From an optimization exercise on the open Yosys and OpenROAD flow, aimed at small area; shortcuts taken in it are not production practice. Only simulation tests tie the RTL to the original design; equivalence was not proved. Power figures rest on the tool's default switching activity, not on a simulated workload.

[flow/flow/run.sh]
#!/bin/bash
# The standard layout (standard.sh), with these changes to how it is made:
# the port buffers use the smallest buffer cell (every port still gets one),
# the constant outputs share one tie cell, and the clock tree is built
# from smaller clock buffers.
export BUFFER_PORTS_ARGS="-buffer_cell sky130_fd_sc_hd__buf_1"
export SKIP_REPAIR_TIE_FANOUT=1
export CTS_ARGS="-sink_clustering_enable -repair_clock_nets -sink_clustering_size 20 -sink_clustering_max_diameter 50 -buf_list sky130_fd_sc_hd__clkbuf_8 -root_buf sky130_fd_sc_hd__clkbuf_16 -dont_use_dummy_load"
bash standard.sh > standard.log 2>&1
[flow/standard.sh]
#!/bin/bash
# synth_recipe.tcl (not shown) runs the flow's synth.tcl, then flattens the netlist and writes it again
# the make line also repeats each setting of config.mk as NAME=value (left out here)
make -C /OpenROAD-flow-scripts/flow DESIGN_CONFIG=/design/flow/config.mk WORK_HOME=/design/flow/orfs CLKGATE_MAP_FILE= SYNTH_SCRIPT=/design/flow/synth_recipe.tcl "${@:-finish}"
[flow/config.mk]
export PLATFORM = sky130hd
export DESIGN_NAME = miniplant_bridge
export DESIGN_NICKNAME = miniplant_bridge
export VERILOG_FILES = /design/flow/design.v
export SDC_FILE = /design/flow/constraint.sdc
export NUM_CORES = 4
export LEC_CHECK = 0
export ABC_AREA = 1
export CAP_MARGIN = 20
export CORE_MARGIN = 2
export CORE_UTILIZATION = 60
export PLACE_DENSITY = 0.7
export SLEW_MARGIN = 20
[flow/constraint.sdc]
create_clock -name core_clock -period 6.0 [get_ports {clk}]
set_input_delay 1.2000 -clock core_clock [delete_from_list [all_inputs] [get_ports {clk}]]
set_output_delay 1.2000 -clock core_clock [all_outputs]
set_load 0.01 [all_outputs]
[flow/design.v]
module mp_rx_fifo (
  input  wire        clk,
  input  wire        rst,
  input  wire        push,         
  input  wire [7:0]  push_data,
  input  wire        pop,          
  output wire [63:0] head,         
  output wire        ready,        
  output wire        overflow      
);
  reg [63:0] r0, r1, r2;
  reg [8:0]  r3;      
  reg [1:0]  rows;    
  reg [3:0]  col;     
  reg [7:0]  fold;    
  wire full    = (rows == 2'd3) && col[1];
  wire do_push = push && !full;
  assign overflow = push && full;
  assign ready    = (rows != 2'd0);
  assign head     = r0;
  wire [1:0] wrow     = rows - {1'b0, pop};
  wire       col_last = (col == 4'd9);
  wire       bad_sb   = (push_data != 8'hAA);
  wire       bad_cs   = (push_data != fold);
  always @(posedge clk) begin
    if (rst) begin
      rows <= 2'd0;
      col  <= 4'd0;
    end else begin
      if (do_push)
        col <= col_last ? 4'd0 : col + 4'd1;
      rows <= rows - {1'b0, pop} + {1'b0, do_push && col_last};
    end
    if (do_push)
      fold <= (col == 4'd0) ? push_data : (fold ^ push_data);
  end
  wire [3:0] wr;      
  assign wr[0] = do_push && (wrow == 2'd0);
  assign wr[1] = do_push && (wrow == 2'd1);
  assign wr[2] = do_push && (wrow == 2'd2);
  assign wr[3] = do_push && (wrow == 2'd3);
  wire [9:0] wc;      
  genvar k;
  generate
    for (k = 0; k < 10; k = k + 1) begin : g_wc
      assign wc[k] = (col == k);
    end
  endgenerate
  function [7:0] slot;
    input       w;        
    input       s;        
    input [7:0] d, n, q;
    slot = ({8{w}} & d) | ({8{s && !w}} & n) | ({8{!s && !w}} & q);
  endfunction
  wire bs0_n = pop ? r1[0] : r0[0];
  wire bs1_n = pop ? r2[0] : r1[0];
  wire bs2_n = pop ? r3[0] : r2[0];
  wire bs3_n = r3[0];
  wire [7:0] b1_d = wc[9] ? fold : push_data;
  wire       b1_w = wc[1] || (wc[9] && bad_cs);
  wire w0b1 = wr[0] && (wc[0] || (b1_w && !bs0_n));
  wire w1b1 = wr[1] && (wc[0] || (b1_w && !bs1_n));
  wire w2b1 = wr[2] && (wc[0] || (b1_w && !bs2_n));
  wire w3b1 = wr[3] && (wc[0] || (b1_w && !bs3_n));
  wire b2_w = wc[2] || (wc[9] && bad_cs);
  always @(posedge clk) begin
    if (wr[0] && wc[0]) r0[0] <= bad_sb; else if (pop) r0[0] <= r1[0];
    if (wr[1] && wc[0]) r1[0] <= bad_sb; else if (pop) r1[0] <= r2[0];
    if (wr[2] && wc[0]) r2[0] <= bad_sb; else if (pop) r2[0] <= r3[0];
    if (wr[3] && wc[0]) r3[0] <= bad_sb;
    if (wr[0] && wc[9]) r0[1] <= bad_cs; else if (pop) r0[1] <= r1[1];
    if (wr[1] && wc[9]) r1[1] <= bad_cs; else if (pop) r1[1] <= r2[1];
    if (wr[2] && wc[9]) r2[1] <= bad_cs;
    r0[9:2] <= slot(w0b1, pop, b1_d, r1[9:2], r0[9:2]);
    r1[9:2] <= slot(w1b1, pop, b1_d, r2[9:2], r1[9:2]);
    r2[9:2] <= slot(w2b1, pop, b1_d, r3[8:1], r2[9:2]);
    if (w3b1) r3[8:1] <= push_data;
    r0[17:10] <= slot(wr[0] && b2_w, pop, push_data, r1[17:10], r0[17:10]);
    r1[17:10] <= slot(wr[1] && b2_w, pop, push_data, r2[17:10], r1[17:10]);
    if (wr[2] && b2_w) r2[17:10] <= push_data;
    r0[63:58] <= slot(wr[0] && wc[8], pop, push_data, {2'b00, r1[63:58]},
                      {2'b00, r0[63:58]});
    r1[63:58] <= slot(wr[1] && wc[8], pop, push_data, {2'b00, r2[63:58]},
                      {2'b00, r1[63:58]});
    if (wr[2] && wc[8]) r2[63:58] <= push_data[5:0];
  end
  generate
    for (k = 3; k < 8; k = k + 1) begin : g_col
      always @(posedge clk) begin
        r0[8*k+1:8*k-6] <= slot(wr[0] && wc[k], pop, push_data,
                                r1[8*k+1:8*k-6], r0[8*k+1:8*k-6]);
        r1[8*k+1:8*k-6] <= slot(wr[1] && wc[k], pop, push_data,
                                r2[8*k+1:8*k-6], r1[8*k+1:8*k-6]);
        if (wr[2] && wc[k])
          r2[8*k+1:8*k-6] <= push_data;
      end
    end
  endgenerate
endmodule
module miniplant_bridge #(
  parameter [15:0]  ANALOG_BASE    = 16'd0,
  parameter [15:0]  INFLAG_BASE    = 16'd0,
  parameter [15:0]  OUTFLAG_BASE   = 16'd8,
  parameter [15:0]  OUTFLAG2_BASE  = 16'd16,
  parameter [15:0]  OVERRIDE_COIL  = 16'd100,
  parameter [15:0]  ACT_BASE       = 16'd8,
  parameter integer ACT_COUNT      = 14,    
  parameter integer RX_DEPTH       = 32,    
  parameter integer RX_AW          = 5,
  parameter integer BACKOFF_CYCLES = 16     
) (
  input  wire         clk,
  input  wire         rst,
  input  wire         rx_valid,
  input  wire [7:0]   rx_data,
  output wire         tx_valid,
  output wire [7:0]   tx_data,
  input  wire         tx_ready,
  input  wire         ser_link_ok,
  input  wire         plc_link_ok,
  output wire         plc_req_valid,
  input  wire         plc_req_ready,
  output reg  [7:0]   plc_req_fc,
  output reg  [15:0]  plc_req_addr,
  output reg  [4:0]   plc_req_cnt,
  output reg  [79:0]  plc_req_wdata,
  input  wire         plc_rsp_valid,
  input  wire         plc_rsp_ok,
  input  wire [1:0]   plc_rsp_cause,
  input  wire [15:0]  plc_rsp_rdata,
  input  wire         shutdown_req,
  input  wire [63:0]  wallclock,
  output wire         pst_valid,
  output wire [151:0] pst_data,
  output wire         log_valid,
  output wire [31:0]  log_word,
  output wire         ser_close,
  output wire         plc_close,
  output wire [3:0]   fsm_state,
  output wire         rx_overflow_o
);
  localparam [3:0] S_INIT         = 4'h0,
                   S_AWAIT        = 4'h1,
                   S_DECODE       = 4'h2,
                   S_WR_ANALOG    = 4'h3,
                   S_RD_OVERRIDE  = 4'h4,
                   S_WR_INFLAGS   = 4'h5,
                   S_WR_OUTFLAGS  = 4'h6,
                   S_WR_OUTFLAGS2 = 4'h7,
                   S_RD_ACTUATORS = 4'h8,
                   S_SEND_REPLY   = 4'h9,
                   S_PERSIST      = 4'hA,
                   S_BACKOFF      = 4'hB,
                   S_TEARDOWN     = 4'hC,
                   S_HALTED       = 4'hD,
                   S_FAILED       = 4'hE;
  localparam [7:0] FC_WRITE_REGS  = 8'h10,
                   FC_WRITE_COILS = 8'h0F,
                   FC_READ_COILS  = 8'h01;
  localparam [15:0] ACT_MASK = (ACT_COUNT >= 16) ? 16'hFFFF
                                                 : ((16'd1 << ACT_COUNT) - 16'd1);
  reg [3:0]  st;
  reg        pend;
  reg        shutdown;
  reg        rx_overflow;
  reg [63:0] frm;
  reg        ovr;
  reg [13:0] act;           
  reg [3:0]  cnt;           
  reg [63:0] wc_q;          
  reg [1:0]  aux_q;         
  reg [3:0]  prv;           
  wire       bad_start = frm[0];
  wire       bad_csum  = frm[1];
  wire [7:0] level1    = frm[9:2];      
  wire [7:0] level2    = frm[17:10];    
  wire [7:0] tds       = frm[25:18];
  wire [7:0] flow      = frm[33:26];
  wire [7:0] pressure  = frm[41:34];
  wire [7:0] inF       = frm[49:42];
  wire [7:0] outF      = frm[57:50];
  wire [5:0] outF2     = frm[63:58];
  wire        link_open = (st != S_HALTED) && (st != S_FAILED);
  wire        rx_push   = rx_valid && link_open;
  wire        rx_pop;
  wire [63:0] rx_head;
  wire        frame_ready;
  wire        rx_ovf_evt;
  mp_rx_fifo u_rxq (
    .clk        (clk),
    .rst        (rst),
    .push       (rx_push),
    .push_data  (rx_data),
    .pop        (rx_pop),
    .head       (rx_head),
    .ready      (frame_ready),
    .overflow   (rx_ovf_evt)
  );
  assign rx_pop = (st == S_AWAIT) && !shutdown && frame_ready;
  wire       start_ok = !bad_start;
  wire       csum_ok  = !bad_csum;
  wire is_plc_state = (st == S_WR_ANALOG)   || (st == S_RD_OVERRIDE)  ||
                      (st == S_WR_INFLAGS)  || (st == S_WR_OUTFLAGS)  ||
                      (st == S_WR_OUTFLAGS2)|| (st == S_RD_ACTUATORS);
  assign plc_req_valid = is_plc_state && !pend && !rst;
  wire req_fire = plc_req_valid && plc_req_ready;
  wire rsp_fire = is_plc_state && pend && plc_rsp_valid;
  always @(*) begin
    plc_req_fc    = 8'h00;
    plc_req_addr  = 16'h0000;
    plc_req_cnt   = 5'd0;
    plc_req_wdata = 80'd0;
    case (st)
      S_WR_ANALOG: begin
        plc_req_fc    = FC_WRITE_REGS;
        plc_req_addr  = ANALOG_BASE;
        plc_req_cnt   = 5'd5;
        plc_req_wdata = {8'h00, pressure, 8'h00, flow, 8'h00, tds,
                         8'h00, level2, 8'h00, level1};
      end
      S_RD_OVERRIDE: begin
        plc_req_fc    = FC_READ_COILS;
        plc_req_addr  = OVERRIDE_COIL;
        plc_req_cnt   = 5'd1;
      end
      S_WR_INFLAGS: begin
        plc_req_fc    = FC_WRITE_COILS;
        plc_req_addr  = INFLAG_BASE;
        plc_req_cnt   = 5'd8;
        plc_req_wdata = {72'd0, inF};
      end
      S_WR_OUTFLAGS: begin
        plc_req_fc    = FC_WRITE_COILS;
        plc_req_addr  = OUTFLAG_BASE;
        plc_req_cnt   = 5'd8;
        plc_req_wdata = {72'd0, outF};
      end
      S_WR_OUTFLAGS2: begin
        plc_req_fc    = FC_WRITE_COILS;
        plc_req_addr  = OUTFLAG2_BASE;
        plc_req_cnt   = 5'd6;
        plc_req_wdata = {74'd0, outF2};
      end
      S_RD_ACTUATORS: begin
        plc_req_fc    = FC_READ_COILS;
        plc_req_addr  = ACT_BASE;
        plc_req_cnt   = ACT_COUNT[4:0];
      end
      default: ;
    endcase
  end
  wire [1:0] txn = ovr ? 2'd3 : 2'd1;
  reg  [7:0] tx_byte;
  always @(*) begin
    if (!ovr)
      tx_byte = 8'hFF;
    else case (cnt[1:0])
      2'd0:    tx_byte = 8'hBB;
      2'd1:    tx_byte = act[7:0];
      default: tx_byte = {2'b00, act[13:8]};
    endcase
  end
  wire   tx_more  = (cnt[1:0] != txn);
  assign tx_valid = (st == S_SEND_REPLY) && tx_more && !rst;
  assign tx_data  = tx_byte;
  wire   tx_fire  = tx_valid && tx_ready;
  assign ser_close     = (st == S_TEARDOWN) && !rst;
  assign plc_close     = (st == S_TEARDOWN) && !rst;
  assign fsm_state     = st;
  assign rx_overflow_o = rx_overflow;
  wire   log_evt = ((st == S_FAILED)  && (prv == S_INIT))   ||   
                   ((st == S_AWAIT)   && (prv == S_DECODE)) ||   
                   ((st == S_BACKOFF) && (prv != S_BACKOFF));    
  assign pst_valid     = (st == S_AWAIT) && (prv == S_PERSIST) && !rst;
  assign log_valid     = log_evt && !rst;
  reg [2:0] gw_op;
  always @(*) begin
    case (prv)
      S_RD_OVERRIDE:  gw_op = 3'd4;
      S_WR_INFLAGS:   gw_op = 3'd1;
      S_WR_OUTFLAGS:  gw_op = 3'd2;
      S_WR_OUTFLAGS2: gw_op = 3'd3;
      S_RD_ACTUATORS: gw_op = 3'd5;
      default:        gw_op = 3'd0;    
    endcase
  end
  wire [7:0] applied0 = ovr ? act[7:0]  : outF;
  wire [7:0] applied1 = {2'b00, ovr ? act[13:8] : outF2};
  assign pst_data = {wc_q, applied1, applied0, {7'd0, ovr},
                     {2'b00, outF2}, outF, inF,
                     pressure, flow, tds, level2, level1};
  wire lg_start = (st == S_FAILED);
  wire lg_gw    = (st == S_BACKOFF);
  wire lg_bad   = !lg_start && !lg_gw && !start_ok;
  wire lg_csum  = !lg_start && !lg_gw && start_ok;
  assign log_word[3:0]   = lg_start ? 4'h5 : lg_gw ? 4'h4 : lg_bad ? 4'h2 : 4'h3;
  assign log_word[7:4]   = lg_gw ? {1'b0, gw_op} : 4'hF;
  assign log_word[9:8]   = lg_gw ? aux_q : 2'd0;
  assign log_word[15:10] = 6'd0;
  assign log_word[23:16] = lg_start ? {6'd0, aux_q} :
                           lg_gw    ? 8'h00 : level1;
  assign log_word[31:24] = lg_csum ? level2 : 8'h00;
  always @(posedge clk) begin
    wc_q    <= wallclock;
    aux_q   <= (st == S_INIT) ? {!plc_link_ok, !ser_link_ok} : plc_rsp_cause;
    prv     <= st;
    if (rx_pop)
      frm <= rx_head;
    if (st == S_RD_ACTUATORS)
      act <= plc_rsp_rdata[13:0];
    if (st == S_RD_OVERRIDE)
      ovr <= plc_rsp_rdata[0];
    if (st == S_SEND_REPLY) begin
      if (tx_fire)
        cnt <= cnt + 4'd1;
    end else if (st == S_BACKOFF)
      cnt <= cnt + 4'd1;
    else
      cnt <= 4'd0;
    if (rst) begin
      st          <= S_INIT;
      pend        <= 1'b0;
      shutdown    <= 1'b0;
      rx_overflow <= 1'b0;
    end else begin
      if (shutdown_req)
        shutdown <= 1'b1;
      if (rx_ovf_evt)
        rx_overflow <= 1'b1;
      if (req_fire)
        pend <= 1'b1;
      case (st)
        S_INIT: begin
          if (ser_link_ok && plc_link_ok) begin
            st <= S_AWAIT;
          end else begin
            st          <= S_FAILED;
          end
        end
        S_AWAIT: begin
          if (shutdown)
            st <= S_TEARDOWN;
          else if (frame_ready)
            st <= S_DECODE;
        end
        S_DECODE: begin
          if (!start_ok || !csum_ok) begin
            st          <= S_AWAIT;
          end else begin
            st          <= S_WR_ANALOG;
          end
        end
        S_WR_ANALOG, S_RD_OVERRIDE, S_WR_INFLAGS,
        S_WR_OUTFLAGS, S_WR_OUTFLAGS2, S_RD_ACTUATORS: begin
          if (rsp_fire) begin
            pend <= 1'b0;
            if (!plc_rsp_ok) begin
              st          <= S_BACKOFF;
            end else begin
              case (st)
                S_WR_ANALOG:    st <= S_RD_OVERRIDE;
                S_RD_OVERRIDE:  st <= plc_rsp_rdata[0] ? S_RD_ACTUATORS
                                                       : S_WR_INFLAGS;
                S_WR_INFLAGS:   st <= S_WR_OUTFLAGS;
                S_WR_OUTFLAGS:  st <= S_WR_OUTFLAGS2;
                S_WR_OUTFLAGS2: st <= S_SEND_REPLY;
                default:        st <= S_SEND_REPLY;   
              endcase
            end
          end
        end
        S_SEND_REPLY: begin
          if (!tx_more)
            st <= S_PERSIST;
        end
        S_PERSIST: begin
          st          <= S_AWAIT;
        end
        S_BACKOFF: begin
          if (cnt == BACKOFF_CYCLES - 1)
            st <= S_AWAIT;
        end
        S_TEARDOWN: st <= S_HALTED;
        default: ;
      endcase
    end
  end
endmodule
==> flow_summary.yaml, run 1 <==
finish:
  nNetsFinal: 1929
  mostFrequentLayoutCells: "nand2_1, buf_1, dfxtp_1, edfxtp_1, nand3_1"
  layout_commonest_cell: "nand2_1"
  final_cells: 2148
  diodes: 0
  fill_cells: 1987
  drive_gt1_share_pct: 5.15
  syn_to_final_growth_pct: 10.1
worst_setup_path:
  cp_slowest_stage_delay_ns: 0.84
  path_max_fanout: 25
  cp_data_required_time_ns: 4.80
  r2r-end: "u_rxq.r1[34]$_DFF_P_"
  worst_setup_path_end_kind: "output pin"
  reg2reg_depth: 9
  r2r_start: "st[0]$_SDFFE_PP0P_"
  startpoint_type: "flop"
  crit_chain: "clkinv_1 > nor2_1 > nand3_1 > buf_1"
  arrival_ns: 2.80
  regToRegSetupSlack_ns: 2.20
  path_class: "flop to output pin"
  critPathSlowestCell: "edfxtp_1"
drt:
  drtIter0Drc: 1080
  avgViaCountPerCell: 5.42
  vias: 11600
  dr.pass1.iters: 5
  final_antenna_net_count: 0
  finalWirelength_um: 37000
  drc_errors: 0
  wl_per_cell_um: 17.2
power_and_ir_drop:
  pwr-share-comb_pct: 16.2
  power_density_nw_per_um2: 325
  pwr-share-seq_pct: 58.0
  p_sw_mw: 1.49
  internal_power_mw: 3.80
  leakagePower_nw: 6.38
  power.clock.fraction_pct: 25.7
  max-vdd-ir-drop_mv: 0.288
  p_sw_share_pct: 28.2
yosys:
  yosys_warnings: 2
  synth-seq-cells: 375
  syn_area_um2: 14800
  syn_area_per_cell_um2: 9.44
  yosysSeqAreaShare_pct: 61.3
  synth_cell_types: 43
  synth_nets: 1672
  synthCells: 1569
  ys.flop_type: "dfxtp_1"
  synth_edf_count: 157
  async_flop_share_pct: 0
worst_hold_path:
  holdPathStages: 0
  hp-class: "flop to flop"
  worstHoldStart: "u_rxq.r0[12]$_DFF_P_"
  whs_endpoint: "frm[12]$_DFFE_PP_"
run:
  cap_violations: 0
sta:
  finalSetupViolations: 0
  finalSetupTns_ns: 0
  rsz0062_at_grt: "false"
  fin_skew_ns: 0.0492
  layout_setup_ws_ns: 2.00
  slew_viol_final: 0
  slew_headroom_pct: 29.4
  fin_crit_sh_pct: 66.7
  fmax_ghz: 0.250
  final-hold-violation-count: 0
  tightest_slew_ns: 1.05
  fin_crit_ns: 4.00
die:
  die_area_um2: 26000
  start_util_pct: 61.1
  core_area_um2: 24200
  io_pins: 412
  die_y_um: 161
  die_x_um: 161
  rows: 57
placed_design:
  post-place-ws_ns: 2.21
  placed_cells: 2113
  dp_hpwl_um: 25900
  place_congestion: 1.05
  io_buffers: 336
clock_network:
  clkSinkCount: 375
  clkSlewWorstSetupHoldPaths_ns: 0.08
  htree_num_levels: 2
  ctsHoldBuffers: 0
  cts_root_buf: "clkbuf_16"
  clk_latency_ns: 0.51
  post-cts-setup-buffers: 0
  cts_tree: "yes"
  cts_made_buffers: 35
  cts_buffer_depth: 3
  postCtsResizedCells: 0
global_route:
  grt.total_usage_pct: 27.6
  grt_pass1_vias: 10800
  grt_pass1_wl_um: 56300
  grt-ovfl-total: 0
  grt_max_degree: 77
  antenna_found_initial: 0
outcome:
  status: "finished clean"
[cell families (layout without fill, tap and decap cells)]
group | count (synthesis) | after routing | synth area share (%)
muxes | 1 | 1 | 0.0760
xor gates and xnor gates | 3 | 3 | 0.177
and+or+nand+nor | 774 | 774 | 22.6
other | 1 | 1 | 0.0253
AOI/OAI and AO/OA | 139 | 139 | 6.20
adders and majority gates | 3 | 3 | 0.253
buffers and inverters | 273 | 528 | 9.33
DFF | 375 | 375 | 61.3
[how the worst max path moves through the flow]
stage,start,end,slack (ns),depth (start not counted)
finish,ovr$_DFFE_PP_,tx_data[3],2.00,4
global route,ovr$_DFFE_PP_,tx_data[3],1.83,4
CTS,ovr$_DFFE_PP_,tx_data[3],2.07,4
detailed placement,st[0]$_SDFFE_PP0P_,u_rxq.r0[30]$_DFF_P_,2.21,9
global placement,rx_data[2],u_rxq.r3[1]$_DFFE_PP_,2.28,12
floorplan,rst,pst_valid,2.97,4
[cell type report]
cell class	instances	area (µm²)	area share, %
Tap cell	324	405	2.49
Timing Repair Buffer	352	1380	8.47
Multi-Input combinational cell	921	4370	26.8
Sequential cell	375	9080	55.7
Clock buffer	35	538	3.30
Inverter	141	537	3.29
[metal layers]
metal | GRT usage (%) | wire (µm)
met1 | 37.6 | 15600
met2 | 45.5 | 17700
met3 | 5.29 | 2900
met4 | 7.87 | 828
met5 | 0 | 0
[critical path: cells and delay by family (launching register included)]
kind	cells	cell delay [ns]
flip-flops	1	0.84
AND/OR/NAND/NOR	2	0.77
buffers and inverters	2	0.72
[stage by stage]
| stage | hold WS (ns) | power, mW | cell area, µm² | util (%) |
|---|---|---|---|---|
| 2_1_floorplan | 0.400 | 3.71 | 14800 | - |
| 3_3_place_gp | 0.414 | 3.96 | 15800 | 65.0 |
| 3_5_place_dp | 0.416 | 3.98 | 15800 | 65.0 |
| 4_1_cts | 0.415 | 5.33 | 16300 | 67.2 |
| 5_1_grt | 0.419 | 5.55 | 16300 | 67.2 |
| 6_report | 0.419 | 5.30 | 16300 | 67.2 |
[power groups by stage]
stage	Clock, mW	Combinational, mW	Sequential, mW
after floorplan	0	0.618	3.10
after global placement	0	0.837	3.12
after detailed placement	0	0.853	3.13
after CTS	1.40	0.857	3.07
after global routing	1.49	0.962	3.10
final	1.36	0.861	3.07
[flip-flops by register name (all words and copies together) (netlist names)]
name,flops
u_rxq.fold,8
u_rxq.col,4
st,4
wc_q,64
shutdown,1
u_rxq.r2,64
u_rxq.rows,2
rx_overflow,1
u_rxq.r1,64
prv,4
ovr,1
pend,1
cnt,4
act,14
u_rxq.r0,64
u_rxq.r3,9
frm,64
aux_q,2
[cells in the mapped netlist, drive strengths merged, types with 5 or more instances]
master	n	area, µm²
nand4	54	338
nand3	151	806
nor2	115	439
o22ai	5	31.3
dfxtp	218	4360
nand2	442	1700
a21oi	14	70.1
inv	139	527
edfxtp	157	4710
buf	115	783
nor3	10	61.3
clkbuf	17	63.8
o21ai	43	215
o211ai	63	473
==> inputs of run 2 (changes only) <==
==> flow/flow/run.sh (replaced) <==
#!/bin/bash
# The standard layout (standard.sh), with these changes to how it is made:
# the port buffers use the smallest buffer cell (every port still gets one),
# the constant outputs share one tie cell, and the clock tree is built from
# clusters of up to 18 flip-flops, each driven by a clkbuf_8, without dummy
# loads.  standard.sh's own output goes to standard.log.
export BUFFER_PORTS_ARGS="-buffer_cell sky130_fd_sc_hd__buf_1"
export SKIP_REPAIR_TIE_FANOUT=1
export CTS_ARGS="-sink_clustering_enable -repair_clock_nets -sink_clustering_size 18 -sink_clustering_max_diameter 60 -buf_list sky130_fd_sc_hd__clkbuf_8 -root_buf sky130_fd_sc_hd__clkbuf_16 -dont_use_dummy_load"
bash standard.sh > standard.log 2>&1
==> flow_summary.yaml, run 2 <==
outcome:
  status: "finished clean"
drt:
  avgViaCountPerCell: 5.44
  drtIter0Drc: 1048
  finalWirelength_um: 37100
  dr.pass1.iters: 5
  drc_errors: 0
  wl_per_cell_um: 17.3
  final_antenna_net_count: 0
  vias: 11600
clock_network:
  cts_made_buffers: 28
  cts_buffer_depth: 3
  clkSlewWorstSetupHoldPaths_ns: 0.10
  clk_latency_ns: 0.53
  ctsHoldBuffers: 0
  post-cts-setup-buffers: 0
  cts_root_buf: "clkbuf_16"
  cts_tree: "yes"
  postCtsResizedCells: 0
  htree_num_levels: 1
  clkSinkCount: 375
yosys:
  synth_cell_types: 43
  synth_top_family_by_area: "simple AND/OR/NAND/NOR gates"
  synthSimpleGateAreaFrac_pct: 22.6
  synthCells: 1569
  yosys.area.top_type: "edfxtp_1"
  synth_nets: 1672
  synth.mux.area_fraction_pct: 0.0760
  synth-seq-cells: 375
  async_flop_share_pct: 0
  synth_top_area_share_pct: 31.8
  yosysSeqAreaShare_pct: 61.3
  ys_top_cells_by_count: "nand2_1, dfxtp_1, edfxtp_1"
  ys.flop_type: "dfxtp_1"
  syn_area_um2: 14800
  yosys_warnings: 2
  synth_compound_area_share_pct: 6.20
  synthTopCellsByArea: "edfxtp_1, dfxtp_1, nand2_1"
  syn_area_per_cell_um2: 9.44
  synth_edf_count: 157
  synth-xor-area-share_pct: 0.177
  synth_most_common_cell: "nand2_1"
  synth_fa_ha_area_share_pct: 0.253
run:
  cap_violations: 0
placed_design:
  io_buffers: 336
  dp_hpwl_um: 25900
  place_congestion: 1.05
  dpl_cell_area_um2: 15800
  placed_cells: 2113
finish:
  diodes: 0
  syn_to_final_growth_pct: 9.29
  fin_area_um2: 16200
  nNetsFinal: 1922
  final_cells: 2141
  mostFrequentLayoutCells: "nand2_1, buf_1, dfxtp_1, edfxtp_1, nand3_1"
  drive_gt1_share_pct: 4.79
  layout_commonest_cell: "nand2_1"
power_and_ir_drop:
  power_density_nw_per_um2: 318
  power.clock.fraction_pct: 23.6
  pwr-share-seq_pct: 59.7
  pwr-share-comb_pct: 16.7
  internal_power_mw: 3.67
  max-vdd-ir-drop_mv: 0.293
  p_sw_mw: 1.48
  leakagePower_nw: 6.32
  p_sw_share_pct: 28.7
sta:
  tightest_slew_ns: 1.06
  fmax_ghz: 0.253
  fin_crit_ns: 3.96
  finalSetupViolations: 0
  fin_crit_sh_pct: 65.9
  slew_headroom_pct: 28.9
  fin_skew_ns: 0.0488
  finalSetupTns_ns: 0
  final-hold-violation-count: 0
  worst_hold_slack_ns: 0.392
  slew_viol_final: 0
  rsz0062_at_grt: "false"
worst_setup_path:
  worst_setup_path_end_kind: "output pin"
  crit_chain: "clkinv_1 > nor2_1 > nand3_1 > buf_1"
  critPathSlowestCell: "edfxtp_1"
  cp_slowest_stage_delay_ns: 0.83
  path_max_fanout: 25
  arrival_ns: 2.76
  cp_data_required_time_ns: 4.80
  path_class: "flop to output pin"
  startpoint_type: "flop"
die:
  io_pins: 412
  start_util_pct: 61.1
  die_y_um: 161
  die_area_um2: 26000
  rows: 57
  die_x_um: 161
  core_area_um2: 24200
global_route:
  antenna_found_initial: 0
  grt-ovfl-total: 0
  grt_max_degree: 77
  grt.total_usage_pct: 27.4
  grt_pass1_wl_um: 56100
  grt_pass1_vias: 10800
worst_hold_path:
  hp-class: "flop to flop"
-- run 2: cell counts after synthesis --
Identical to the previous run, type by type.
-- run 2: power groups by stage --
stage | registers [mW] | clock network (mW) | logic, mW
after floorplan | 3.10 | 0 | 0.618
after global placement | 3.12 | 0 | 0.837
after global routing | 3.10 | 1.31 | 0.962
after detailed placement | 3.13 | 0 | 0.853
after CTS | 3.07 | 1.24 | 0.856
final | 3.07 | 1.22 | 0.862
-- run 2: logic make-up (layout without fill, tap and decap cells) --
| group | after synthesis | in the layout |
|---|---|---|
| AO/OA/AOI/OAI | 139 | 139 |
| XOR/XNOR | 3 | 3 |
| adder cells (fa/ha/maj) | 3 | 3 |
| buffers and inverters | 273 | 521 |
| flip-flops | 375 | 375 |
| multiplexers | 1 | 1 |
| other | 1 | 1 |
| AND/OR/NAND/NOR | 774 | 774 |
-- run 2: stage by stage --
step	utilization [%]	setup WS, ns	power, mW
2_1_floorplan	-	2.97	3.71
3_3_place_gp	65.0	2.28	3.96
3_5_place_dp	65.0	2.21	3.98
4_1_cts	66.7	2.05	5.17
5_1_grt	66.8	1.79	5.38
6_report	66.8	2.04	5.15
-- run 2: path summary, 6_finish.rpt --
kind                                    startpoint                    to  slack [ns]  depth (start not counted)
worst max-delay path                 ovr$_DFFE_PP_            tx_data[3]        2.04                          4
worst min-delay path            st[3]$_SDFFE_PP0P_        prv[3]$_DFF_P_        0.39                          0
worst min register to register  st[3]$_SDFFE_PP0P_        prv[3]$_DFF_P_        0.39                          0
worst max register to register  st[0]$_SDFFE_PP0P_  u_rxq.r1[31]$_DFF_P_        2.20                          9
-- run 2: cell type report --
cell class              count  area (µm²)
clock buffers              28         419
fillers                  2002        8060
inverters                 141         537
multi-input cells         921        4370
flip-flops and latches    375        9080
well taps                 324         405
repair buffers            352        1380
-- run 2: critical path, delay by kind of cell (launching register included) --
family	cells	cell delay, ns
flops	1	0.83
simple gates	2	0.74
buf+inv	2	0.69
-- run 2: per-layer routing --
layer	part of all wire (%)	track usage, %	wire length (µm)	vias to the layer above
met5	0	0	0	-
li1	-	-	-	5637
met4	2.7	7.39	988	0
met2	48	45.5	17800	439
met1	42	37.4	15700	5493
met3	7.0	4.96	2590	70
==> inputs of run 3 (changes only) <==
==> flow/flow/run.sh (replaced) <==
#!/bin/bash
# The standard layout (standard.sh), with these changes to how it is made:
# the port buffers use the smallest buffer cell (every port still gets one),
# the constant outputs share one tie cell, the clock tree is built from
# clusters of up to 18 flip-flops, each driven by a clkbuf_8, without dummy
# loads, and before the placement's repair_design every combinational cell
# is given its smallest drive strength (flow/downsize.tcl).  standard.sh's
# own output goes to standard.log; each ORFS step logs under orfs/logs.
export BUFFER_PORTS_ARGS="-buffer_cell sky130_fd_sc_hd__buf_1"
export SKIP_REPAIR_TIE_FANOUT=1
export CTS_ARGS="-sink_clustering_enable -repair_clock_nets -sink_clustering_size 18 -sink_clustering_max_diameter 60 -buf_list sky130_fd_sc_hd__clkbuf_8 -root_buf sky130_fd_sc_hd__clkbuf_16 -dont_use_dummy_load"
export PRE_RESIZE_TCL="$PWD/flow/downsize.tcl"
bash standard.sh > standard.log 2>&1
==> flow/flow/downsize.tcl (new file) <==
# Run before the placement's repair_design (ORFS's PRE_RESIZE hook): give
# every combinational cell the smallest drive strength of its function.
# repair_design, which runs right after, fixes any slew or load this breaks,
# and the later steps repair timing as usual.
set n_down 0
foreach inst [get_cells *] {
  set m [get_property $inst ref_name]
  if {![regexp {^sky130_fd_sc_hd__([a-z0-9]+)_([0-9]+)$} $m -> base sz]} { continue }
  if {[regexp {^(df|edf|sdf|sedf|dl|clk|tap|conb|fill|decap|diode|lpflow|probe)} $base]} { continue }
  foreach s {0 1 2} {
    if {$s >= $sz} { break }
    set cand [get_lib_cells -quiet */sky130_fd_sc_hd__${base}_${s}]
    if {[llength $cand] > 0} {
      replace_cell $inst [lindex $cand 0]
      incr n_down
      break
    }
  }
}
puts "downsize.tcl: downsized $n_down cells"
--- a/flow/config.mk
+++ b/flow/config.mk
@@ -5,7 +5,6 @@
 export SDC_FILE = /design/flow/constraint.sdc
 export NUM_CORES = 4
 export LEC_CHECK = 0
-export ABC_AREA = 1
 export CAP_MARGIN = 20
 export CORE_MARGIN = 2
 export CORE_UTILIZATION = 60
==> flow_summary.yaml, run 3 <==
global_route:
  met2_usage_pct: 42.8
  antenna_found_initial: 1
  grt_pass1_vias: 9695
  grtUsageMet3_pct: 3.58
  grt-ovfl-total: 0
  grt_pass1_wl_um: 53200
  grt_max_degree: 74
  gr-usage-met1_pct: 35.1
  top_usage_layer: "met2"
  grt.total_usage_pct: 25.7
die:
  start_util_pct: 61.4
  die_x_um: 162
  die_area_um2: 26300
  core_area_um2: 24500
  io_pins: 412
  rows: 57
  die_y_um: 162
yosys:
  yosys_warnings: 2
  synthCells: 1372
  ys.flop_type: "dfxtp_1"
  synth_cell_types: 59
  yosys.area.top_type: "edfxtp_1"
  synth_nets: 1475
  yosysSeqAreaShare_pct: 60.5
  syn_area_per_cell_um2: 10.9
  synth-seq-cells: 375
  synth_edf_count: 157
  synth_top_area_share_pct: 31.4
  async_flop_share_pct: 0
  ys_top_cells_by_count: "nand2_1, dfxtp_1, edfxtp_1"
  synthTopCellsByArea: "edfxtp_1, dfxtp_1, mux2i_1"
  synth_most_common_cell: "nand2_1"
  syn_area_um2: 15000
outcome:
  status: "finished clean"
sta:
  finalSetupTns_ns: 0
  slew_headroom_pct: 22.4
  layout_setup_ws_ns: 1.29
  fmax_ghz: 0.212
  rsz0062_at_grt: "false"
  fin_crit_sh_pct: 78.5
  finalSetupViolations: 0
  final-hold-violation-count: 0
  fin_crit_ns: 4.71
  fin_skew_ns: 0.0405
  slew_viol_final: 0
  worst_hold_slack_ns: 0.422
  tightest_slew_ns: 1.16
finish:
  fin_area_um2: 16400
  mostFrequentLayoutCells: "buf_1, nand2_1, dfxtp_1, edfxtp_1, mux2i_1"
  syn_to_final_growth_pct: 9.08
  layout_commonest_cell: "buf_1"
  fill_cells: 1962
  drive_gt1_share_pct: 3.25
  utilization_pct: 66.9
  diodes: 0
  nNetsFinal: 1706
worst_hold_path:
  hp-class: "flop to flop"
worst_setup_path:
  r2r_start: "st[0]$_SDFFE_PP0P_"
  crit_start: "st[0]$_SDFFE_PP0P_"
  path_class: "flop to output pin"
  path_max_fanout: 26
  cp_data_required_time_ns: 4.80
  arrival_ns: 3.51
  r2r-end: "u_rxq.r1[57]$_DFF_P_"
  endpoint: "log_word[27]"
  startpoint_type: "flop"
  reg2reg_depth: 10
  regToRegSetupSlack_ns: 1.86
  worst_setup_path_end_kind: "output pin"
clock_network:
  cts_root_buf: "clkbuf_16"
  clkSinkCount: 375
  cts_buffer_depth: 3
  clk_latency_ns: 0.53
  clkSlewWorstSetupHoldPaths_ns: 0.09
  cts_made_buffers: 29
  ctsHoldBuffers: 0
  htree_num_levels: 1
  cts_tree: "yes"
  post-cts-setup-buffers: 0
  postCtsResizedCells: 0
drt:
  drc_errors: 0
  vias: 10600
  wl_per_cell_um: 18.1
  avgViaCountPerCell: 5.50
  final_antenna_net_count: 0
  dr.pass1.iters: 7
  drtIter0Drc: 855
  finalWirelength_um: 34800
power_and_ir_drop:
  power_density_nw_per_um2: 316
  leakagePower_nw: 6.04
  max-vdd-ir-drop_mv: 0.252
placed_design:
  io_buffers: 336
  post-place-ws_ns: 1.91
  dpl_cell_area_um2: 15900
  place_congestion: 0.934
  dp_hpwl_um: 24500
run:
  cap_violations: 0
[run 3: power by group]
part	total (mW)	switching (mW)	internal [mW]
Clock	1.23	0.746	0.480
Sequential	3.11	0.196	2.91
Combinational	0.840	0.516	0.324
[run 3: worst max-delay path: stages (launching register included)]
cell	delay, ns
dfxtp_1	0.32
buf_1	0.81
xor2_1	0.24
nor2b_1	0.77
nor2_1	0.45
and2_0	0.29
buf_1	0.13
[run 3: layer usage]
metal / vias to the layer above / routed length [µm]
li1: 5085 / -
met1: 5021 / 14900
met2: 419 / 16600
met3: 64 / 2210
met4: 0 / 1140
met5: - / 0
[run 3: area by class of cell]
cell class                      count  area [µm²]  share of cell area [%]
Inverter                           17        63.8                   0.390
Tap cell                          324         405                    2.48
Clock buffer                       29         433                    2.64
Multi-Input combinational cell    820        4900                    29.9
Sequential cell                   375        9080                    55.5
Timing Repair Buffer              360        1490                    9.10
[run 3: kinds of logic after synthesis]
group | Yosys count | share of synthesized area (%)
and+or+nand+nor | 470 | 14.0
DFF | 375 | 60.5
AOI/OAI and AO/OA | 179 | 7.33
buffers and inverters | 177 | 6.66
muxes | 142 | 9.80
xor gates and xnor gates | 25 | 1.46
adders and majority gates | 3 | 0.250
other | 1 | 0.0250
[run 3: stage by stage]
step | power (mW) | instances
after floorplan | 3.76 | 1372
after global placement | 3.99 | 1886
after detailed placement | 3.99 | 1896
after CTS | 5.20 | 1925
after global routing | 5.42 | 1925
final | 5.17 | 1925
[run 3: worst min-delay path by stage]
stage,from,to,slack [ns],depth (start not counted)
after global placement,u_rxq.r0[1]$_DFFE_PP_,frm[1]$_DFFE_PP_,0.40,0
after detailed placement,u_rxq.r0[31]$_DFF_P_,frm[31]$_DFFE_PP_,0.41,0
after CTS,u_rxq.r0[48]$_DFF_P_,frm[48]$_DFFE_PP_,0.43,0
after floorplan,u_rxq.r0[1]$_DFFE_PP_,frm[1]$_DFFE_PP_,0.40,0
final,u_rxq.r0[48]$_DFF_P_,frm[48]$_DFFE_PP_,0.42,0
after global routing,u_rxq.r0[61]$_DFF_P_,frm[61]$_DFFE_PP_,0.43,0
==> inputs of run 4 (changes only) <==
--- a/flow/config.mk
+++ b/flow/config.mk
@@ -5,6 +5,7 @@
 export SDC_FILE = /design/flow/constraint.sdc
 export NUM_CORES = 4
 export LEC_CHECK = 0
+export ABC_AREA = 1
 export CAP_MARGIN = 20
 export CORE_MARGIN = 2
 export CORE_UTILIZATION = 60
==> flow_summary.yaml, run 4 <==
global_route:
  grt-ovfl-total: 0
  grt.total_usage_pct: 27.7
  grt_pass1_vias: 10900
  grt_max_degree: 74
  grt_pass1_wl_um: 56600
  antenna_found_initial: 0
clock_network:
  clkSinkCount: 375
  cts_root_buf: "clkbuf_16"
  post-cts-setup-buffers: 0
  postCtsResizedCells: 0
  htree_num_levels: 1
  ctsHoldBuffers: 0
  clk_latency_ns: 0.52
  clkSlewWorstSetupHoldPaths_ns: 0.10
  cts_made_buffers: 28
  cts_buffer_depth: 3
  cts_tree: "yes"
worst_setup_path:
  endpoint: "u_rxq.r1[5]$_DFF_P_"
  regToRegSetupSlack_ns: 1.88
  startpoint_type: "primary input"
  path_class: "primary input to flop"
  reg2reg_depth: 11
  r2r-end: "u_rxq.r1[5]$_DFF_P_"
  cp_data_required_time_ns: 6.45
  arrival_ns: 4.70
  r2r_start: "st[0]$_SDFFE_PP0P_"
  worst_setup_path_end_kind: "flop"
  path_max_fanout: 18
  crit_start: "rx_data[1]"
yosys:
  yosys_warnings: 2
  synth_edf_count: 157
  syn_area_um2: 14800
  synth_nets: 1672
  ys.flop_type: "dfxtp_1"
  synth_top_area_share_pct: 31.8
  synth-seq-cells: 375
  async_flop_share_pct: 0
  synthTopCellsByArea: "edfxtp_1, dfxtp_1, nand2_1"
  synth_cell_types: 43
  yosys.area.top_type: "edfxtp_1"
  synthCells: 1569
  syn_area_per_cell_um2: 9.44
  yosysSeqAreaShare_pct: 61.3
  ys_top_cells_by_count: "nand2_1, dfxtp_1, edfxtp_1"
  synth_most_common_cell: "nand2_1"
power_and_ir_drop:
  p_sw_share_pct: 28.6
  pwr-share-comb_pct: 16.4
  internal_power_mw: 3.66
  power.clock.fraction_pct: 23.7
  max-vdd-ir-drop_mv: 0.259
  p_sw_mw: 1.47
  power_density_nw_per_um2: 319
  power_mw: 5.13
  pwr-share-seq_pct: 59.9
  leakagePower_nw: 6.28
drt:
  avgViaCountPerCell: 5.42
  wl_per_cell_um: 17.3
  vias: 11600
  finalWirelength_um: 37100
  final_antenna_net_count: 0
  drc_errors: 0
  dr.pass1.iters: 5
  drtIter0Drc: 1056
sta:
  fin_skew_ns: 0.0394
  finalSetupViolations: 0
  slew_viol_final: 0
  tightest_slew_ns: 1.13
  finalSetupTns_ns: 0
  fin_crit_sh_pct: 70.9
  slew_headroom_pct: 24.9
  layout_setup_ws_ns: 1.74
  final-hold-violation-count: 0
  fin_crit_ns: 4.26
  fmax_ghz: 0.235
  rsz0062_at_grt: "false"
finish:
  fin_area_um2: 16100
  diodes: 0
  mostFrequentLayoutCells: "nand2_1, buf_1, dfxtp_1, edfxtp_1, nand3_1"
  syn_to_final_growth_pct: 8.47
  drive_gt1_share_pct: 2.20
  layout_commonest_cell: "nand2_1"
  final_cells: 2144
  nNetsFinal: 1925
die:
  die_y_um: 161
  core_area_um2: 24200
  io_pins: 412
  die_area_um2: 26000
  rows: 57
  start_util_pct: 61.1
  die_x_um: 161
placed_design:
  dp_hpwl_um: 26000
  dpl_cell_area_um2: 15600
  post-place-ws_ns: 1.17
  place_congestion: 1.05
  io_buffers: 336
  placed_cells: 2115
run:
  cap_violations: 0
worst_hold_path:
  hp-class: "flop to flop"
outcome:
  status: "finished clean"
==> run 4: critical path: stages <==
cell and delay (ns):
buf_1 0.06, buf_1 0.82, inv_1 0.63, nand2_1 0.19, nand2_1 0.09, nand2_1 0.07
nor2_1 0.04, nand2_1 0.17, nand2_1 0.09, nand2_1 0.21, nand3_1 0.48, nand2_1 0.46
nand2_1 0.08, nand3_1 0.09
==> run 4: metrics by stage <==
stage,hold WS [ns],util [%]
after floorplan,0.400,-
after global placement,0.414,65.0
after detailed placement,0.416,64.4
after CTS,0.405,66.2
after global routing,0.408,66.3
final,0.402,66.3
==> run 4: kinds of logic (layout without fill, tap and decap cells) <==
group           Yosys count  after routing  synth area share [%]
simple gates            774            774                  22.6
flops                   375            375                  61.3
buf+inv                 273            524                  9.33
compound gates          139            139                  6.20
fa+ha+maj                 3              3                 0.253
xor+xnor                  3              3                 0.177
other cells               1              1                0.0253
mux                       1              1                0.0760
==> run 4: worst min path at each step <==
stage / cells past startpoint / start / end
after floorplan: 0 / u_rxq.r0[1]$_DFFE_PP_ / frm[1]$_DFFE_PP_
after global routing: 0 / u_rxq.r0[18]$_DFF_P_ / frm[18]$_DFFE_PP_
after CTS: 0 / u_rxq.r0[18]$_DFF_P_ / frm[18]$_DFFE_PP_
after detailed placement: 0 / u_rxq.r0[31]$_DFF_P_ / frm[31]$_DFFE_PP_
final: 0 / u_rxq.r0[18]$_DFF_P_ / frm[18]$_DFFE_PP_
after global placement: 0 / u_rxq.r0[0]$_DFF_P_ / frm[0]$_DFFE_PP_
==> run 4: metal layers <==
metal,track usage [%],part of all wire [%]
met1,37.6,42
met3,5.03,7.5
met2,46.8,48
met5,0,0
met4,6.53,2.3
==> run 4: power groups by stage <==
| stage | sequential (mW) | clock [mW] | combinational, mW |
|---|---|---|---|
| after floorplan | 3.10 | 0 | 0.618 |
| after global placement | 3.12 | 0 | 0.837 |
| after detailed placement | 3.13 | 0 | 0.833 |
| after CTS | 3.07 | 1.24 | 0.837 |
| after global routing | 3.10 | 1.32 | 0.941 |
| final | 3.07 | 1.22 | 0.841 |
==> run 4: area by class of cell <==
| class | count | area [µm²] |
|---|---|---|
| fill | 2030 | 8180 |
| clock buffer | 28 | 419 |
| multi-input combinational | 921 | 4250 |
| tap | 324 | 405 |
| inverter | 141 | 532 |
| sequential | 375 | 9080 |
| timing repair buffer | 355 | 1380 |
==> inputs of run 5 (changes only) <==
==> flow/flow/run.sh (replaced) <==
#!/bin/bash
# The standard layout (standard.sh), with these changes to how it is made:
# - the port buffers use the smallest buffer cell (every port still gets one);
# - the constant outputs share one tie cell;
# - at the end of the floorplan step the combinational logic is remapped for
#   area by OpenROAD's restructure and its setup timing repaired
#   (flow/restructure.tcl; ABC's own log goes to rmp/abc.log);
# - before the placement's repair_design every combinational cell is given
#   its smallest drive strength (flow/downsize.tcl);
# - the clock tree is built from clusters of up to 18 flip-flops, each driven
#   by a clkbuf_8, without dummy loads.
# standard.sh's own output goes to standard.log; each ORFS step logs under
# orfs/logs.
export BUFFER_PORTS_ARGS="-buffer_cell sky130_fd_sc_hd__buf_1"
export SKIP_REPAIR_TIE_FANOUT=1
export CTS_ARGS="-sink_clustering_enable -repair_clock_nets -sink_clustering_size 18 -sink_clustering_max_diameter 60 -buf_list sky130_fd_sc_hd__clkbuf_8 -root_buf sky130_fd_sc_hd__clkbuf_16 -dont_use_dummy_load"
export RMP_DIR="$PWD/rmp"
export POST_FLOORPLAN_TCL="$PWD/flow/restructure.tcl"
export PRE_RESIZE_TCL="$PWD/flow/downsize.tcl"
bash standard.sh > standard.log 2>&1
==> flow/flow/restructure.tcl (new file) <==
# Run at the end of the floorplan step (ORFS's POST_FLOORPLAN hook): remap
# the combinational logic between the registers for area with OpenROAD's
# restructure (registers are untouched), then repair the setup timing it
# breaks.  The later steps repair timing as usual.
set rmp_lib [lindex $::env(LIB_FILES) 0]
file mkdir $::env(RMP_DIR)
restructure -liberty_file $rmp_lib -target area \
  -tielo_port sky130_fd_sc_hd__conb_1/LO -tiehi_port sky130_fd_sc_hd__conb_1/HI \
  -work_dir $::env(RMP_DIR) -abc_logfile $::env(RMP_DIR)/abc.log
repair_timing -setup -setup_margin 0
report_worst_slack
==> flow_summary.yaml, run 5 <==
sta:
  finalSetupViolations: 0
  fmax_ghz: 0.227
  fin_crit_sh_pct: 73.4
  tightest_slew_ns: 1.09
  finalSetupTns_ns: 0
  rsz0062_at_grt: "false"
  final-hold-violation-count: 0
  layout_setup_ws_ns: 1.59
  fin_skew_ns: 0.0558
  slew_viol_final: 0
  slew_headroom_pct: 27.0
  fin_crit_ns: 4.41
yosys:
  ys_top_cells_by_count: "nand2_1, dfxtp_1, edfxtp_1"
  yosysSeqAreaShare_pct: 61.3
  synth_fa_ha_area_share_pct: 0.253
  syn_area_um2: 14800
  synthSimpleGateAreaFrac_pct: 22.6
  synthTopCellsByArea: "edfxtp_1, dfxtp_1, nand2_1"
  yosys.area.top_type: "edfxtp_1"
  synth_top_area_share_pct: 31.8
  synth.mux.area_fraction_pct: 0.0760
  ys.flop_type: "dfxtp_1"
  synth_compound_area_share_pct: 6.20
  synth-seq-cells: 375
  async_flop_share_pct: 0
  synth_top_family_by_area: "simple AND/OR/NAND/NOR gates"
  synth_nets: 1672
  synthCells: 1569
  yosys_warnings: 2
  syn_area_per_cell_um2: 9.44
  synth-xor-area-share_pct: 0.177
  synth_edf_count: 157
  synth_most_common_cell: "nand2_1"
  synth_cell_types: 43
outcome:
  status: "finished clean"
global_route:
  grt_max_degree: 32
  grt.total_usage_pct: 26.2
  grt-ovfl-total: 0
  antenna_found_initial: 1
  grt_pass1_wl_um: 52900
  grt_pass1_vias: 9539
die:
  io_pins: 412
  start_util_pct: 61.1
  rows: 57
  die_y_um: 161
  core_area_um2: 24200
  die_x_um: 161
  die_area_um2: 26000
worst_setup_path:
  startpoint_type: "flop"
  cp_slowest_stage_delay_ns: 0.63
  crit_family: "simple AND/OR/NAND/NOR gates"
  worst_setup_path_end_kind: "flop"
  path_class: "flop to flop"
  cp_common_cell: "nor2_1"
  path_max_fanout: 12
  crit_chain: "nor2_1 > clkinv_1 > nand3_1 > nand2_1 > nor2_1 > buf_1 > nand2_1 > nor2_1 > clkinv_1 > nor2_1 > nor2_1 > a222oi_1 > clkinv_1"
  arrival_ns: 4.75
  critPathSlowestCell: "nor2_1"
  cp_data_required_time_ns: 6.35
  critPathBufInv: 4
finish:
  fin_area_um2: 15500
  nNetsFinal: 1618
  syn_to_final_growth_pct: 4.60
  mostFrequentLayoutCells: "buf_1, dfxtp_1, clkinv_1, edfxtp_1, nor2_1"
  layout_commonest_cell: "buf_1"
  drive_gt1_share_pct: 2.84
clock_network:
  postCtsResizedCells: 0
  clk_latency_ns: 0.52
  cts_root_buf: "clkbuf_16"
  clkSlewWorstSetupHoldPaths_ns: 0.10
  post-cts-setup-buffers: 0
  cts_tree: "yes"
  cts_made_buffers: 26
  clkSinkCount: 375
  ctsHoldBuffers: 0
  htree_num_levels: 1
  cts_buffer_depth: 3
placed_design:
  dpl_cell_area_um2: 15100
  post-place-ws_ns: 1.30
  dp_hpwl_um: 25400
  io_buffers: 336
  place_congestion: 0.940
worst_hold_path:
  hp-class: "flop to flop"
power_and_ir_drop:
  leakagePower_nw: 5.36
  power_density_nw_per_um2: 329
  max-vdd-ir-drop_mv: 0.278
drt:
  finalWirelength_um: 35600
  wl_per_cell_um: 19.3
  dr.pass1.iters: 12
  final_antenna_net_count: 0
  avgViaCountPerCell: 5.68
  drc_errors: 0
  drtIter0Drc: 1333
  vias: 10500
run:
  cap_violations: 0
==> run 5: cell counts after synthesis <==
Identical to the previous run, type by type.
==> run 5: cells by family after synthesis <==
family,after synthesis
AO/OA/AOI/OAI,139
XOR/XNOR,3
adder cells (fa/ha/maj),3
buffers and inverters,273
flip-flops,375
multiplexers,1
other,1
AND/OR/NAND/NOR,774
==> run 5: worst paths after layout <==
path	start	end	slack, ns	depth (start not counted)
hold reg to reg	u_rxq.r0[20]$_DFF_P_	frm[20]$_DFFE_PP_	0.38	0
hold / removal	u_rxq.r0[20]$_DFF_P_	frm[20]$_DFFE_PP_	0.38	0
setup / recovery	st[0]$_SDFFE_PP0P_	u_rxq.r0[20]$_DFF_P_	1.59	13
setup reg to reg	st[0]$_SDFFE_PP0P_	u_rxq.r0[20]$_DFF_P_	1.59	13
==> run 5: power by group <==
group          leakage (nW)  switching [mW]  total [mW]  internal (mW)
clock                 0.202           0.723        1.16          0.437
combinational          1.92           0.560       0.858          0.297
sequential             3.24           0.155        3.09           2.93
total                  5.36            1.44        5.10           3.67
==> run 5: layout make-up <==
type | instances | area, µm²
Multi-Input combinational cell | 579 | 3510
Inverter | 177 | 664
Fill cell | 1972 | 8760
Timing Repair Buffer | 358 | 1430
Tap cell | 324 | 405
Sequential cell | 375 | 9080
Timing Repair inverter | 1 | 7.51
Antenna cell | 1 | 2.50
Clock buffer | 26 | 392
==> run 5: worst register-to-register path, cell delays in order, from the launching register on <==
cell and delay, ns:
dfxtp_1 0.42, nor2_1 0.34, clkinv_1 0.29, nand3_1 0.27, nand2_1 0.09, nor2_1 0.08, buf_1 0.53, nand2_1 0.15
nor2_1 0.30, clkinv_1 0.39, nor2_1 0.63, nor2_1 0.29, a222oi_1 0.38, clkinv_1 0.10
==> run 5: through the flow <==
step | std cells | total power [mW] | util (%) | hold WS (ns)
final | 1841 | 5.10 | 63.9 | 0.385
after global routing | 1841 | 5.35 | 63.9 | 0.397
after CTS | 1840 | 5.13 | 63.9 | 0.389
after detailed placement | 1814 | 3.99 | 62.3 | 0.400
after global placement | 1810 | 3.97 | 62.2 | 0.410
after floorplan | 1569 | 3.71 | - | 0.400
==> run 5: routing by layer <==
layer | share of wire, % | track usage (%) | wire length (µm) | vias to the layer above
met5 | 0 | 0 | 0 | -
met4 | 3.5 | 10.8 | 1260 | 0
met3 | 7.4 | 4.01 | 2640 | 74
met2 | 49 | 45.0 | 17600 | 554
met1 | 40 | 33.4 | 14100 | 4962
li1 | - | - | - | 4871
==> inputs of run 6 (changes only) <==
--- a/flow/flow/run.sh
+++ b/flow/flow/run.sh
@@ -1,7 +1,7 @@
 #!/bin/bash
 # The standard layout (standard.sh), with these changes to how it is made:
 # - the port buffers use the smallest buffer cell (every port still gets one);
-# - the constant outputs share one tie cell;
+# - the constant outputs share one tie cell (also after the restructure);
 # - at the end of the floorplan step the combinational logic is remapped for
 #   area by OpenROAD's restructure and its setup timing repaired
 #   (flow/restructure.tcl; ABC's own log goes to rmp/abc.log);
==> flow/flow/restructure.tcl (replaced) <==
# Run at the end of the floorplan step (ORFS's POST_FLOORPLAN hook): remap
# the combinational logic between the registers for area with OpenROAD's
# restructure (registers are untouched), repair the setup timing it breaks,
# and drive all constant loads from one tie cell per value (restructure
# makes one tie cell per constant).  The later steps repair timing as usual.
set rmp_lib [lindex $::env(LIB_FILES) 0]
file mkdir $::env(RMP_DIR)
restructure -liberty_file $rmp_lib -target area \
  -tielo_port sky130_fd_sc_hd__conb_1/LO -tiehi_port sky130_fd_sc_hd__conb_1/HI \
  -work_dir $::env(RMP_DIR) -abc_logfile $::env(RMP_DIR)/abc.log
repair_timing -setup -setup_margin 0
report_worst_slack

# Drive every constant-0 (and every constant-1) load from a single tie cell.
proc merge_ties {} {
  set block [ord::get_db_block]
  foreach pin {LO HI} {
    set keep ""
    foreach inst [$block getInsts] {
      if {[[$inst getMaster] getName] ne "sky130_fd_sc_hd__conb_1"} { continue }
      set net [[$inst findITerm $pin] getNet]
      if {$net eq "NULL"} { continue }
      if {$keep eq ""} { set keep $net; continue }
      foreach it [$net getITerms] {
        if {[$it getInst] eq $inst} { continue }
        $it disconnect
        $it connect $keep
      }
      foreach bt [$net getBTerms] {
        $bt disconnect
        $bt connect $keep
      }
    }
  }
  # remove the tie cells left with no load
  set n 0
  foreach inst [$block getInsts] {
    if {[[$inst getMaster] getName] ne "sky130_fd_sc_hd__conb_1"} { continue }
    set used 0
    foreach pin {LO HI} {
      set net [[$inst findITerm $pin] getNet]
      if {$net ne "NULL" && ([llength [$net getITerms]] > 1 || [llength [$net getBTerms]] > 0)} { set used 1 }
    }
    if {!$used} {
      foreach pin {LO HI} {
        set net [[$inst findITerm $pin] getNet]
        if {$net ne "NULL"} { [$inst findITerm $pin] disconnect; odb::dbNet_destroy $net }
      }
      odb::dbInst_destroy $inst
      incr n
    }
  }
  puts "merge_ties: removed $n tie cells"
}
merge_ties
==> flow_summary.yaml, run 6 <==
power_and_ir_drop:
  internal_power_mw: 3.69
  p_sw_share_pct: 27.9
  max-vdd-ir-drop_mv: 0.266
  pwr-share-seq_pct: 60.2
  pwr-share-comb_pct: 16.5
  power.clock.fraction_pct: 23.3
  leakagePower_nw: 5.14
  p_sw_mw: 1.43
  power_density_nw_per_um2: 336
sta:
  finalSetupViolations: 0
  fin_crit_ns: 4.72
  finalSetupTns_ns: 0
  fin_skew_ns: 0.0729
  fmax_ghz: 0.212
  rsz0062_at_grt: "false"
  slew_viol_final: 0
  final-hold-violation-count: 0
  tightest_slew_ns: 0.993
  fin_crit_sh_pct: 78.7
  slew_headroom_pct: 33.3
yosys:
  synth_top_area_share_pct: 31.8
  syn_area_um2: 14800
  synth-seq-cells: 375
  yosysSeqAreaShare_pct: 61.3
  yosys.area.top_type: "edfxtp_1"
  ys.flop_type: "dfxtp_1"
  synthTopCellsByArea: "edfxtp_1, dfxtp_1, nand2_1"
  synth_most_common_cell: "nand2_1"
  synth_edf_count: 157
  synthCells: 1569
  yosys_warnings: 2
  synth_nets: 1672
  syn_area_per_cell_um2: 9.44
  async_flop_share_pct: 0
  synth_cell_types: 43
  ys_top_cells_by_count: "nand2_1, dfxtp_1, edfxtp_1"
worst_setup_path:
  cp_slowest_stage_delay_ns: 0.71
  startpoint_type: "flop"
  worst_setup_path_end_kind: "output pin"
  cp_data_required_time_ns: 4.80
  path_class: "flop to output pin"
  r2r_start: "st[0]$_SDFFE_PP0P_"
  arrival_ns: 3.52
  reg2reg_depth: 13
  critPathSlowestCell: "clkinv_1"
  r2r-end: "u_rxq.r0[22]$_DFF_P_"
  path_max_fanout: 20
  regToRegSetupSlack_ns: 1.59
  crit_chain: "nand2_1 > nor2_1 > clkinv_1 > buf_2 > o221ai_1 > buf_1"
finish:
  fin_area_um2: 15200
  diodes: 0
  nNetsFinal: 1547
  layout_commonest_cell: "buf_1"
  register_area_um2: 9080
  mostFrequentLayoutCells: "buf_1, dfxtp_1, clkinv_1, edfxtp_1, nor2_1"
  multiInputGateArea_um2: 3240
  syn_to_final_growth_pct: 2.86
  drive_gt1_share_pct: 3.11
  fill_cells: 1980
  final_cells: 1769
global_route:
  antenna_found_initial: 0
  grt_pass1_wl_um: 54300
  grt_max_degree: 74
  grt.total_usage_pct: 26.9
  grt-ovfl-total: 0
  grt_pass1_vias: 9749
drt:
  final_antenna_net_count: 0
  vias: 10200
  avgViaCountPerCell: 5.78
  drc_errors: 0
  wl_per_cell_um: 20.2
  dr.pass1.iters: 11
  drtIter0Drc: 1421
  finalWirelength_um: 35700
die:
  die_area_um2: 26000
  io_pins: 412
  core_area_um2: 24200
  start_util_pct: 61.1
  die_y_um: 161
  rows: 57
  die_x_um: 161
clock_network:
  cts_tree: "yes"
  post-cts-setup-buffers: 0
  postCtsResizedCells: 0
  clkSlewWorstSetupHoldPaths_ns: 0.10
  cts_made_buffers: 28
  cts_root_buf: "clkbuf_16"
  htree_num_levels: 1
  clkSinkCount: 375
  ctsHoldBuffers: 0
  cts_buffer_depth: 3
  clk_latency_ns: 0.53
placed_design:
  dp_hpwl_um: 25500
  place_congestion: 0.946
  placed_cells: 1741
  io_buffers: 336
  dpl_cell_area_um2: 14800
worst_hold_path:
  holdPathStages: 0
  worstHoldStart: "st[2]$_SDFFE_PP0P_"
  whs_endpoint: "prv[2]$_DFF_P_"
  hp-class: "flop to flop"
outcome:
  status: "finished clean"
run:
  cap_violations: 0
## run 6: cell counts after synthesis
No cell type changed its count.
## run 6: cell type report
type                    instances  share of cell area, %
multi-input cells             506                   21.2
flip-flops and latches        375                   59.6
repair buffers                358                   9.34
well taps                     324                   2.66
clock buffers                  28                   2.75
inverters                     177                   4.36
repair inverters                1                 0.0493
## run 6: cells by family (layout without fill, tap and decap cells)
logic type	count (synthesis)	after routing	synth area share [%]
adder cells (fa/ha/maj)	3	0	0.253
multiplexers	1	0	0.0760
XOR/XNOR	3	0	0.177
AO/OA/AOI/OAI	139	302	6.20
buffers and inverters	273	564	9.33
flip-flops	375	375	61.3
AND/OR/NAND/NOR	774	203	22.6
other	1	1	0.0253
## run 6: critical path, delay by kind of cell (launching register included)
kind                   cells  cell delay [ns]
buffers and inverters      3             1.41
and+or+nand+nor            2             0.75
DFF                        1             0.54
AOI/OAI and AO/OA          1             0.31
## run 6: how the worst max path moves through the flow
stage	slack, ns	from	to	cells after the start
final	1.28	st[0]$_SDFFE_PP0P_	plc_req_wdata[2]	6
after global routing	1.04	st[0]$_SDFFE_PP0P_	plc_req_wdata[4]	6
after CTS	1.28	rx_data[7]	u_rxq.r0[6]$_DFF_P_	13
after detailed placement	0.76	rx_data[7]	u_rxq.r0[6]$_DFF_P_	13
after global placement	1.82	rx_data[4]	u_rxq.r0[5]$_DFF_P_	13
after floorplan	2.97	rst	pst_valid	4
## run 6: routing by layer
layer / global-route usage [%] / share of wire, %
met1: 33.6 / 40
met2: 47.0 / 50
met3: 4.60 / 7.1
met4: 9.94 / 3.4
met5: 0 / 0
## run 6: per-stage QoR
step / hold slack, ns / utilization [%] / setup slack [ns] / total power [mW]
after global placement: 0.402 / 61.1 / 1.82 / 3.96
final: 0.375 / 62.8 / 1.28 / 5.12
after global routing: 0.384 / 62.8 / 1.04 / 5.37
after detailed placement: 0.406 / 61.1 / 0.762 / 3.97
after floorplan: 0.400 / - / 2.97 / 3.71
after CTS: 0.374 / 62.8 / 1.28 / 5.15
## run 6: power groups by stage
stage	clock, mW	combinational, mW	sequential, mW
final	1.19	0.847	3.08
after global routing	1.31	0.944	3.11
after CTS	1.23	0.840	3.08
after detailed placement	0	0.837	3.13
after global placement	0	0.833	3.13
after floorplan	0	0.618	3.10

## afterwards: timing with drivers on the ports
The flow's constraints put no driver on any port. The routed layouts listed below were extracted and timed again, unchanged, in two steps. Step 1, drivers: a clkbuf_16 drives clk and a buf_2 each remaining input, both assumed. Step 2 moves the port delays by t, midway between the first and last clock arrival at a register: inputs arrive t later, outputs are due t later. That takes back most of the time a late clock gives input paths. Three values: ideal, step 1, step 2; two values: the first two.
run	shift t [ns]	slack for setup (ns)	hold slack, ns	pins driven straight from the clock port
run 1	0.536	1.998 / 1.948 / 2.197	0.419 / 0.419 / 0.419	1
run 2	0.549	2.044 / 1.996 / 2.182	0.392 / 0.392 / 0.392	1
run 3	0.553	1.287 / 1.239 / 1.792	0.422 / 0.422 / 0.422	1
run 4	0.555	1.743 / 1.758 / 1.212	0.402 / 0.402 / 0.402	1
run 5	0.544	1.594 / 1.592 / 1.082	0.385 / 0.385 / 0.385	1
run 6	0.543	1.278 / 1.226 / 1.182	0.375 / 0.375 / 0.375	1
After both steps setup and hold are still met in every run listed. For run 4, which loses most, drivers alone change the setup slack by +0.015 ns; drivers and shift together by -0.531 ns.
